From an optimization exercise on the open Yosys and OpenROAD flow, aimed at small area, a short achievable clock period and few clock cycles; shortcuts taken in it are not production practice.
In this exercise RTL edits were held to simulation tests only and were not proved equivalent to the original.

[flow/run.sh]
#!/bin/bash
# synth_recipe.tcl (not shown) runs the flow's synth.tcl, then flattens the netlist and writes it again
# the make line also repeats each setting of config.mk as NAME=value (left out here)
make -C /OpenROAD-flow-scripts/flow DESIGN_CONFIG=/design/flow/config.mk WORK_HOME=/design/flow/orfs CLKGATE_MAP_FILE= SYNTH_SCRIPT=/design/flow/synth_recipe.tcl finish
[flow/config.mk]
export PLATFORM = sky130hd
export DESIGN_NAME = rtcc_rsdec
export DESIGN_NICKNAME = rtcc_rsdec
export VERILOG_FILES = /design/flow/design.v
export SDC_FILE = /design/flow/constraint.sdc
export NUM_CORES = 4
export LEC_CHECK = 0
export CAP_MARGIN = 20
export CORE_MARGIN = 2
export CORE_UTILIZATION = 30
export PLACE_DENSITY = 0.4
export SLEW_MARGIN = 20
[flow/design.v]
module rtcc_gf_mul (
    input  wire [7:0] a,
    input  wire [7:0] b,
    input  wire [3:0] m,
    input  wire [8:0] poly,
    output reg  [7:0] p
);
    integer i;
    reg [8:0] t;
    always @* begin
        t = 9'd0;
        for (i = 7; i >= 0; i = i - 1) begin
            t = {t[7:0], 1'b0};
            if (t[m]) t = t ^ poly;
            if (b[i]) t = t ^ {1'b0, a};
        end
        p = t[7:0];
    end
endmodule
module rtcc_gf_consts (
    input  wire [3:0]  m,
    output reg  [8:0]  poly,
    output reg  [7:0]  nmax,
    output reg  [63:0] apow,
    output reg  [63:0] ainv
);
    always @* begin
        case (m)
        4'd3: begin poly = 9'h00b; nmax = 8'd7; apow = {8'h02,8'h01,8'h05,8'h07,8'h06,8'h03,8'h04,8'h02}; ainv = {8'h05,8'h01,8'h02,8'h04,8'h03,8'h06,8'h07,8'h05}; end
        4'd4: begin poly = 9'h013; nmax = 8'd15; apow = {8'h05,8'h0b,8'h0c,8'h06,8'h03,8'h08,8'h04,8'h02}; ainv = {8'h0b,8'h05,8'h0a,8'h07,8'h0e,8'h0f,8'h0d,8'h09}; end
        4'd5: begin poly = 9'h025; nmax = 8'd31; apow = {8'h0d,8'h14,8'h0a,8'h05,8'h10,8'h08,8'h04,8'h02}; ainv = {8'h0f,8'h1e,8'h19,8'h17,8'h0b,8'h16,8'h09,8'h12}; end
        4'd6: begin poly = 9'h043; nmax = 8'd63; apow = {8'h0c,8'h06,8'h03,8'h20,8'h10,8'h08,8'h04,8'h02}; ainv = {8'h2e,8'h1f,8'h3e,8'h3f,8'h3d,8'h39,8'h31,8'h21}; end
        4'd7: begin poly = 9'h089; nmax = 8'd127; apow = {8'h12,8'h09,8'h40,8'h20,8'h10,8'h08,8'h04,8'h02}; ainv = {8'h62,8'h4d,8'h13,8'h26,8'h4c,8'h11,8'h22,8'h44}; end
        default: begin poly = 9'h11d; nmax = 8'd255; apow = {8'h1d,8'h80,8'h40,8'h20,8'h10,8'h08,8'h04,8'h02}; ainv = {8'h83,8'h1b,8'h36,8'h6c,8'hd8,8'had,8'h47,8'h8e}; end
        endcase
    end
endmodule
module rtcc_rsdec (
    input  wire       clk,
    input  wire       rst,
    input  wire [3:0] cfg_m,
    input  wire [3:0] cfg_r,
    input  wire [7:0] cfg_n,
    input  wire       in_valid,
    output wire       in_ready,
    input  wire [7:0] in_sym,
    output reg        cor_valid,
    output reg  [7:0] cor_pos,
    output reg  [7:0] cor_val,
    output reg        done,
    output reg        res_fail,
    output reg  [1:0] res_reason,
    output reg  [3:0] res_ncorr,
    output reg  [3:0] res_degl,
    output reg  [3:0] res_len
);
    localparam ST_RECV   = 4'd0;
    localparam ST_START  = 4'd1;
    localparam ST_BM_D   = 4'd2;
    localparam ST_BM_INV = 4'd3;
    localparam ST_BM_UPD = 4'd4;
    localparam ST_OMEGA  = 4'd5;
    localparam ST_CINIT  = 4'd6;
    localparam ST_CHIEN  = 4'd7;
    localparam ST_CHECK  = 4'd8;
    localparam ST_FN_INV = 4'd9;
    localparam ST_FN_OUT = 4'd10;
    integer i;
    reg  [3:0] state;
    reg  [3:0] m_q;
    reg  [3:0] r_q;
    reg  [7:0] n_q;
    reg  [7:0] cnt;
    wire [8:0]  poly;
    wire [7:0]  nmax;
    wire [63:0] apow;
    wire [63:0] ainv;
    rtcc_gf_consts u_consts (.m(m_q), .poly(poly), .nmax(nmax), .apow(apow), .ainv(ainv));
    reg  [7:0] syn   [0:7];      
    reg  [7:0] lam   [0:8];      
    reg  [7:0] bp    [0:8];      
    reg  [3:0] len_l;            
    reg  [3:0] shift_s;
    reg  [3:0] t;                
    reg  [7:0] b_q;
    reg  [7:0] d_q;
    reg  [7:0] om    [0:7];      
    reg  [7:0] chc   [1:8];      
    reg  [7:0] cho   [1:7];      
    reg  [7:0] ainv_e;           
    reg  [7:0] e_q;              
    reg  [3:0] nroots;
    reg  [7:0] rpos  [0:7];
    reg  [7:0] rnum  [0:7];      
    reg  [7:0] rden  [0:7];      
    reg  [3:0] k_q;
    reg  [7:0] inv_x;
    reg  [7:0] inv_acc;
    reg  [3:0] inv_cnt;
    assign in_ready = (state == ST_RECV);
    wire       accept = in_valid && in_ready;
    wire       first  = (cnt == 8'd0);
    wire [7:0] blk_n  = first ? cfg_n : n_q;
    wire       last   = (cnt + 8'd1 == blk_n);
    wire [7:0] syn_mul [0:7];
    genvar g;
    generate
        for (g = 0; g < 8; g = g + 1) begin : g_syn
            rtcc_gf_mul u_mul (.a(syn[g]), .b(apow[8*g +: 8]), .m(m_q), .poly(poly), .p(syn_mul[g]));
        end
    endgenerate
    wire [3:0] conv_lim = (state == ST_BM_D) ? len_l : 4'd8;
    wire [7:0] conv_prod [1:8];
    reg  [7:0] conv;
    generate
        for (g = 1; g <= 8; g = g + 1) begin : g_conv
            wire [2:0] idx = t[2:0] - g;
            rtcc_gf_mul u_mul (.a(lam[g]), .b(syn[idx]), .m(m_q), .poly(poly), .p(conv_prod[g]));
        end
    endgenerate
    always @* begin
        conv = syn[t[2:0]];
        for (i = 1; i <= 8; i = i + 1)
            if (i <= t && i <= conv_lim) conv = conv ^ conv_prod[i];
    end
    wire [7:0] coef;
    rtcc_gf_mul u_coef (.a(d_q), .b(inv_acc), .m(m_q), .poly(poly), .p(coef));
    reg  [7:0] bp_sh [1:8];
    wire [7:0] upd   [1:8];
    always @* begin
        for (i = 1; i <= 8; i = i + 1)
            bp_sh[i] = (i >= shift_s) ? bp[i - shift_s] : 8'd0;
    end
    generate
        for (g = 1; g <= 8; g = g + 1) begin : g_upd
            rtcc_gf_mul u_mul (.a(coef), .b(bp_sh[g]), .m(m_q), .poly(poly), .p(upd[g]));
        end
    endgenerate
    reg [3:0] deg_l;
    always @* begin
        deg_l = 4'd0;
        for (i = 1; i <= 8; i = i + 1)
            if (lam[i] != 8'd0) deg_l = i;
    end
    wire [7:0] chc_nxt [1:8];
    wire [7:0] cho_nxt [1:7];
    wire [7:0] ainv_e_nxt;
    generate
        for (g = 1; g <= 8; g = g + 1) begin : g_chc
            rtcc_gf_mul u_mul (.a(chc[g]), .b(ainv[8*(g-1) +: 8]), .m(m_q), .poly(poly), .p(chc_nxt[g]));
        end
        for (g = 1; g <= 7; g = g + 1) begin : g_cho
            rtcc_gf_mul u_mul (.a(cho[g]), .b(ainv[8*(g-1) +: 8]), .m(m_q), .poly(poly), .p(cho_nxt[g]));
        end
    endgenerate
    rtcc_gf_mul u_ainv_e (.a(ainv_e), .b(ainv[7:0]), .m(m_q), .poly(poly), .p(ainv_e_nxt));
    reg [7:0] sum_l;
    reg [7:0] sum_o;
    reg [7:0] sum_odd;
    always @* begin
        sum_l   = 8'd1;
        sum_odd = 8'd0;
        for (i = 1; i <= 8; i = i + 1) begin
            sum_l = sum_l ^ chc[i];
            if (i % 2 == 1) sum_odd = sum_odd ^ chc[i];
        end
        sum_o = om[0];
        for (i = 1; i <= 7; i = i + 1)
            sum_o = sum_o ^ cho[i];
    end
    wire [7:0] num;
    rtcc_gf_mul u_num (.a(ainv_e), .b(sum_o), .m(m_q), .poly(poly), .p(num));
    wire [7:0] inv_sq;
    wire [7:0] inv_accsq;
    rtcc_gf_mul u_sq  (.a(inv_x),   .b(inv_x),  .m(m_q), .poly(poly), .p(inv_sq));
    rtcc_gf_mul u_acc (.a(inv_acc), .b(inv_sq), .m(m_q), .poly(poly), .p(inv_accsq));
    wire [7:0] mag;
    rtcc_gf_mul u_mag (.a(rnum[k_q[2:0]]), .b(inv_acc), .m(m_q), .poly(poly), .p(mag));
    reg pad_hit;
    reg den_zero;
    always @* begin
        pad_hit  = 1'b0;
        den_zero = 1'b0;
        for (i = 0; i < 8; i = i + 1) begin
            if (i < nroots && rpos[i] >= n_q)     pad_hit  = 1'b1;
            if (i < nroots && rden[i] == 8'd0)    den_zero = 1'b1;
        end
    end
    reg syn_zero;
    always @* begin
        syn_zero = 1'b1;
        for (i = 0; i < 8; i = i + 1)
            if (i < r_q && syn[i] != 8'd0) syn_zero = 1'b0;
    end
    always @(posedge clk) begin
        cor_valid <= 1'b0;
        done      <= 1'b0;
        if (rst) begin
            state <= ST_RECV;
            cnt   <= 8'd0;
        end else begin
            case (state)
            ST_RECV: begin
                if (accept) begin
                    if (first) begin
                        m_q <= cfg_m;
                        r_q <= cfg_r;
                        n_q <= cfg_n;
                    end
                    for (i = 0; i < 8; i = i + 1)
                        syn[i] <= first ? in_sym : (syn_mul[i] ^ in_sym);
                    if (last) begin
                        cnt   <= 8'd0;
                        state <= ST_START;
                    end else begin
                        cnt   <= cnt + 8'd1;
                    end
                end
            end
            ST_START: begin
                if (syn_zero) begin
                    done       <= 1'b1;
                    res_fail   <= 1'b0;
                    res_reason <= 2'd0;
                    res_ncorr  <= 4'd0;
                    res_degl   <= 4'd0;
                    res_len    <= 4'd0;
                    state      <= ST_RECV;
                end else begin
                    for (i = 0; i <= 8; i = i + 1) begin
                        lam[i] <= (i == 0) ? 8'd1 : 8'd0;
                        bp[i]  <= (i == 0) ? 8'd1 : 8'd0;
                    end
                    len_l   <= 4'd0;
                    shift_s <= 4'd1;
                    b_q     <= 8'd1;
                    t       <= 4'd0;
                    state   <= ST_BM_D;
                end
            end
            ST_BM_D: begin
                if (conv == 8'd0) begin
                    shift_s <= shift_s + 4'd1;
                    if (t == r_q - 4'd1) begin
                        t     <= 4'd0;
                        state <= ST_OMEGA;
                        for (i = 0; i < 8; i = i + 1) om[i] <= 8'd0;
                    end else begin
                        t <= t + 4'd1;
                    end
                end else begin
                    d_q     <= conv;
                    inv_x   <= b_q;
                    inv_acc <= 8'd1;
                    inv_cnt <= m_q - 4'd1;
                    state   <= ST_BM_INV;
                end
            end
            ST_BM_INV: begin
                inv_x   <= inv_sq;
                inv_acc <= inv_accsq;
                inv_cnt <= inv_cnt - 4'd1;
                if (inv_cnt == 4'd1) state <= ST_BM_UPD;
            end
            ST_BM_UPD: begin
                for (i = 1; i <= 8; i = i + 1)
                    lam[i] <= lam[i] ^ upd[i];
                if ({len_l, 1'b0} <= {1'b0, t}) begin
                    for (i = 0; i <= 8; i = i + 1) bp[i] <= lam[i];
                    len_l   <= t + 4'd1 - len_l;
                    b_q     <= d_q;
                    shift_s <= 4'd1;
                end else begin
                    shift_s <= shift_s + 4'd1;
                end
                if (t == r_q - 4'd1) begin
                    t     <= 4'd0;
                    state <= ST_OMEGA;
                    for (i = 0; i < 8; i = i + 1) om[i] <= 8'd0;
                end else begin
                    t     <= t + 4'd1;
                    state <= ST_BM_D;
                end
            end
            ST_OMEGA: begin
                om[t[2:0]] <= conv;
                if (t == r_q - 4'd1) state <= ST_CINIT;
                else                 t     <= t + 4'd1;
            end
            ST_CINIT: begin
                for (i = 1; i <= 8; i = i + 1) chc[i] <= lam[i];
                for (i = 1; i <= 7; i = i + 1) cho[i] <= om[i];
                ainv_e <= 8'd1;
                e_q    <= 8'd0;
                nroots <= 4'd0;
                state  <= ST_CHIEN;
            end
            ST_CHIEN: begin
                if (sum_l == 8'd0) begin
                    if (nroots < 4'd8) begin
                        rpos[nroots[2:0]] <= e_q;
                        rnum[nroots[2:0]] <= num;
                        rden[nroots[2:0]] <= sum_odd;
                    end
                    nroots <= nroots + 4'd1;
                end
                for (i = 1; i <= 8; i = i + 1) chc[i] <= chc_nxt[i];
                for (i = 1; i <= 7; i = i + 1) cho[i] <= cho_nxt[i];
                ainv_e <= ainv_e_nxt;
                e_q    <= e_q + 8'd1;
                if (e_q == nmax - 8'd1) state <= ST_CHECK;
            end
            ST_CHECK: begin
                if (nroots != deg_l || deg_l != len_l || pad_hit || den_zero) begin
                    done       <= 1'b1;
                    res_fail   <= 1'b1;
                    res_reason <= (nroots != deg_l || deg_l != len_l) ? 2'd1 :
                                  pad_hit ? 2'd2 : 2'd3;
                    res_ncorr  <= 4'd0;
                    res_degl   <= deg_l;
                    res_len    <= len_l;
                    state      <= ST_RECV;
                end else begin
                    k_q     <= 4'd0;
                    inv_x   <= rden[0];
                    inv_acc <= 8'd1;
                    inv_cnt <= m_q - 4'd1;
                    state   <= ST_FN_INV;
                end
            end
            ST_FN_INV: begin
                inv_x   <= inv_sq;
                inv_acc <= inv_accsq;
                inv_cnt <= inv_cnt - 4'd1;
                if (inv_cnt == 4'd1) state <= ST_FN_OUT;
            end
            ST_FN_OUT: begin
                cor_valid <= 1'b1;
                cor_pos   <= n_q - 8'd1 - rpos[k_q[2:0]];
                cor_val   <= mag;
                if (k_q + 4'd1 == nroots) begin
                    done       <= 1'b1;
                    res_fail   <= 1'b0;
                    res_reason <= 2'd0;
                    res_ncorr  <= deg_l;
                    res_degl   <= deg_l;
                    res_len    <= len_l;
                    state      <= ST_RECV;
                end else begin
                    k_q     <= k_q + 4'd1;
                    inv_x   <= rden[k_q[2:0] + 3'd1];
                    inv_acc <= 8'd1;
                    inv_cnt <= m_q - 4'd1;
                    state   <= ST_FN_INV;
                end
            end
            default: state <= ST_RECV;
            endcase
        end
    end
endmodule
[flow/constraint.sdc]
create_clock -name core_clock -period 18.0 [get_ports {clk}]
set_input_delay 3.6000 -clock core_clock [delete_from_list [all_inputs] [get_ports {clk}]]
set_output_delay 3.6000 -clock core_clock [all_outputs]
set_load 0.01 [all_outputs]
==> load_flow_metrics.sql <==
INSERT INTO impl_metrics (metric_group, metric, value, unit) VALUES
('outcome', 'outcome', 'finished clean', ''),
('grt', 'grt_max_degree', '96', ''),
('logic_synthesis', 'synth_xor_area_share', '27.8', '%'),
('flow_run', 'max_cap_viol_count', '0', ''),
('drt', 'drt_pre_antenna_iters', '12', ''),
('logic_synthesis', 'netlist_instances', '15900', ''),
('clock_network', 'clk_transition_reported_paths', '0.06', 'ns'),
('logic_synthesis', 'largest_family_of_logic_cells_by_synthesized_area', 'XOR/XNOR gates', ''),
('clock_network', 'cts_num_sinks', '704', ''),
('logic_synthesis', 'synth_cell_type_count', '138', ''),
('worst_hold_path', 'min_path_type', 'register to register', ''),
('logic_synthesis', 'postSynthNetCount', '16000', ''),
('drt', 'wire_per_inst', '33.2', 'um'),
('floorplanning', 'core_region_area', '392000', 'um^2'),
('critical_path', 'critical_path.startpoint_type', 'register', ''),
('drt', 'vias', '124000', ''),
('timing', 'timing.final.hold_violations', '0', ''),
('timing', 'rsz0062_at_grt', 'true', ''),
('timing', 'minimum_clock_period_after_layout', '16.88', 'ns'),
('floorplanning', 'fp.dieH', '631', 'um'),
('placement', 'cell_total_after_placement', '20500', ''),
('logic_synthesis', 'post_synthesis_instance_area', '118000', 'um^2'),
('timing', 'tightest_slew', '1.23', 'ns'),
('critical_path', 'regToRegStartpoint', 'm_q[1]', ''),
('placement', 'half_perimeter_wire_length_after_placement', '480000', 'um'),
('grt', 'grt_remaining_overflow', '0', ''),
('timing', 'max_freq', '59.3', 'MHz'),
('floorplanning', 'die_width', '631', 'um'),
('logic_synthesis', 'synth_sequential_area_ratio', '17.8', '%'),
('logic_synthesis', 'synth_enable_flop_cells', '687', ''),
('logic_synthesis', 'synth-async-reset-ratio', '0', '%'),
('final_layout', 'fillCellCount', '42000', ''),
('floorplanning', 'top_level_pins', '61', ''),
('logic_synthesis', 'yosys.area.top_type', 'sky130_fd_sc_hd__xnor2_1', ''),
('drt', 'ant_nets', '0', ''),
('timing', 'timing.slew.headroom', '17.9', '%'),
('critical_path', 'critical_path_source', 'm_q[1]', ''),
('drt', 'first_iter_violations', '16900', ''),
('placement', 'final_estimated_routing_congestion_in_global_placement', '0.951', ''),
('grt', 'grt_usage', '33.1', '%'),
('timing', 'totalNegativeSetupSlack', '0', 'ns'),
('critical_path', 'criticalPathCategory', 'register to register', ''),
('critical_path', 'arrival_time_of_data_at_the_critical_path_endpoint', '17.64', 'ns'),
('floorplanning', 'fp-row-count', '230', ''),
('clock_network', 'clock_tree.htree_level_count', '3', ''),
('final_layout', 'area.growth.synth_to_final', '9.67', '%'),
('critical_path', 'worst_path_required', '18.77', 'ns'),
('placement', 'io_buffer_count', '60', ''),
('grt', 'vias_in_the_first_global_route', '116000', ''),
('worst_hold_path', 'hold_path.startpoint', 'b_q[6]', ''),
('logic_synthesis', 'synth.area.mux_share', '6.60', '%'),
('logic_synthesis', 'synth_top_cells_by_area', 'sky130_fd_sc_hd__xnor2_1 19%, sky130_fd_sc_hd__edfxtp_1 17%, sky130_fd_sc_hd__nand2_1 9.5%', ''),
('clock_network', 'cts_tree', 'built', ''),
('drt', 'viasPerCell', '5.99', ''),
('clock_network', 'clk_latency', '0.92', 'ns'),
('logic_synthesis', 'basic_gate_share_of_the_synthesized_area_counting_and_or_nand_and_nor_cells', '23.2', '%'),
('critical_path', 'crit_path_top_delay_cell', 'sky130_fd_sc_hd__nor4_1', ''),
('logic_synthesis', 'postSynth.topFlopCell', 'sky130_fd_sc_hd__edfxtp_1', ''),
('grt', 'first_pass_grt_wire_length', '952000', 'um'),
('final_layout', 'layoutNonFillerInstCount', '20700', ''),
('logic_synthesis', 'synth-adder-area-share', '1.41', '%'),
('clock_network', 'cts_root_buffer', 'sky130_fd_sc_hd__clkbuf_16', ''),
('critical_path', 'critPathCaptureType', 'register', ''),
('logic_synthesis', 'yosys_warnings', '15', ''),
('timing', 'maxSlewViolCount', '0', ''),
('timing', 'setup_slack', '1.12', 'ns'),
('logic_synthesis', 'synth_seq_cells', '704', ''),
('clock_network', 'clk_path_buf_depth', '4', '');
## logic make-up after synthesis
kind of cell             after synthesis
buffers and inverters               1467
multiplexers                         518
flip-flops                           704
adder cells (fa/ha/maj)              132
XOR/XNOR                            3618
AO/OA/AOI/OAI                       3214
AND/OR/NAND/NOR                     6235
## state kept, by name, indices dropped and copies added (netlist names), 8 cells and up, named ones only
name and count:
b_q 8, cnt 8, bp 64, rpos 64, e_q 8, cor_pos 8, om 64, rnum 64
cho 56, n_q 8, inv_x 8, syn 64, chc 64, lam 64, d_q 8, rden 64
ainv_e 8, inv_acc 8, cor_val 8
## final timing paths
| kind | cells after the start | endpoint |
|---|---|---|
| hold reg to reg | 2 | inv_x[6] |
| setup / recovery | 47 | inv_acc[3] |
| setup reg to reg | 47 | inv_acc[3] |
| hold / removal | 2 | inv_x[6] |
## synthesized netlist by cell type (all sizes together) (120+ instances only)
master and instances:
nor4 145, ha 128, and3 147, xnor2 2518, mux2 136, o21ai 782, a21oi 702, edfxtp 687
xor2 1021, nand4 120, clkbuf 1046, nand2b 129, nand3 305, nor2 1594, nand2 2976, mux4 194
nor3 245, o211ai 124, mux2i 188, a22oi 231, a31oi 130, and2 185, buf 301
## per-layer routing
| layer | share of wire [%] | vias up | GRT usage (%) |
|---|---|---|---|
| li1 | - | 54400 | - |
| met1 | 42 | 61200 | 44.1 |
| met2 | 43 | 6713 | 51.1 |
| met3 | 9.0 | 1540 | 5.78 |
| met4 | 6.0 | 26 | 16.6 |
| met5 | 0.024 | - | 0 |
## worst max-delay path: cells and delay by family (launching register included)
family | cells | cell delay (ns)
compound gates | 20 | 6.25
xor+xnor | 2 | 0.53
buf+inv | 1 | 0.28
flops | 1 | 0.66
simple gates | 17 | 7.12
fa+ha+maj | 1 | 0.44
mux | 6 | 1.41
## placed cells by master (no fill, tap or decap), types with 194 or more instances in the layout
master / n
sky130_fd_sc_hd__buf_4: 620
sky130_fd_sc_hd__xnor2_1: 2494
sky130_fd_sc_hd__xor2_1: 1019
sky130_fd_sc_hd__a22oi_1: 229
sky130_fd_sc_hd__edfxtp_1: 687
sky130_fd_sc_hd__nor3_1: 233
sky130_fd_sc_hd__nand3_1: 298
sky130_fd_sc_hd__mux4_2: 194
sky130_fd_sc_hd__nor2_1: 1554
sky130_fd_sc_hd__o21ai_0: 717
sky130_fd_sc_hd__a21oi_1: 693
sky130_fd_sc_hd__nand2_1: 2966
## what timing repair did
action                     4_1_cts  5_1_grt
setup buffers                    0        1
gates resized for setup          0        7
setup endpoints to repair        0       21
hold buffers                     0        0
## area by class of cell
| cell class | count | area, um^2 | share of cell area, % |
|---|---|---|---|
| multi-input combinational | 13700 | 92300 | 71.3 |
| sequential | 704 | 21000 | 16.2 |
| tap | 5220 | 6530 | 5.05 |
| timing repair buffer | 706 | 5730 | 4.43 |
| clock buffer | 124 | 2710 | 2.09 |
| clock inverter | 59 | 627 | 0.484 |
| inverter | 120 | 497 | 0.384 |
| antenna | 20 | 50.0 | 0.0387 |
## stage by stage
step	utilization, %	hold WS [ns]	cell area, um^2
final	33.0	0.468	129000
after global routing	33.0	0.448	129000
after CTS	33.0	0.449	129000
after detailed placement	32.1	0.498	126000
after global placement	32.1	0.501	126000
after floorplan	-	0.484	118000
Testbench counts, summed over its fixed seeds: cycles 62,037.

==> what the ideal ports hide <==
The flow's constraints put no driver on any port. The routed layout listed below was extracted and timed again, unchanged, in two steps.
Step 1 assumes that a clkbuf_16 drives the clock port and a buf_2 every other input.
Step 2, shift: input delay + t, output delay - t, t = (earliest + latest rising clock arrival at the registers) / 2. This alone moves slack from input paths to output paths.
a / b / c = no drivers / after step 1 / after step 2; a / b = the first two.
t, ns: 0.977
setup WS [ns]: 1.123 / 1.123 / 1.123
latest minus earliest clock arrival (ns): 0.111 / 0.112
cell pins on the clock port's net: 1
After both steps setup and hold are still met in this run. The setup slack of this run moves by 0.000 ns with the drivers and by 0.000 ns with both steps.
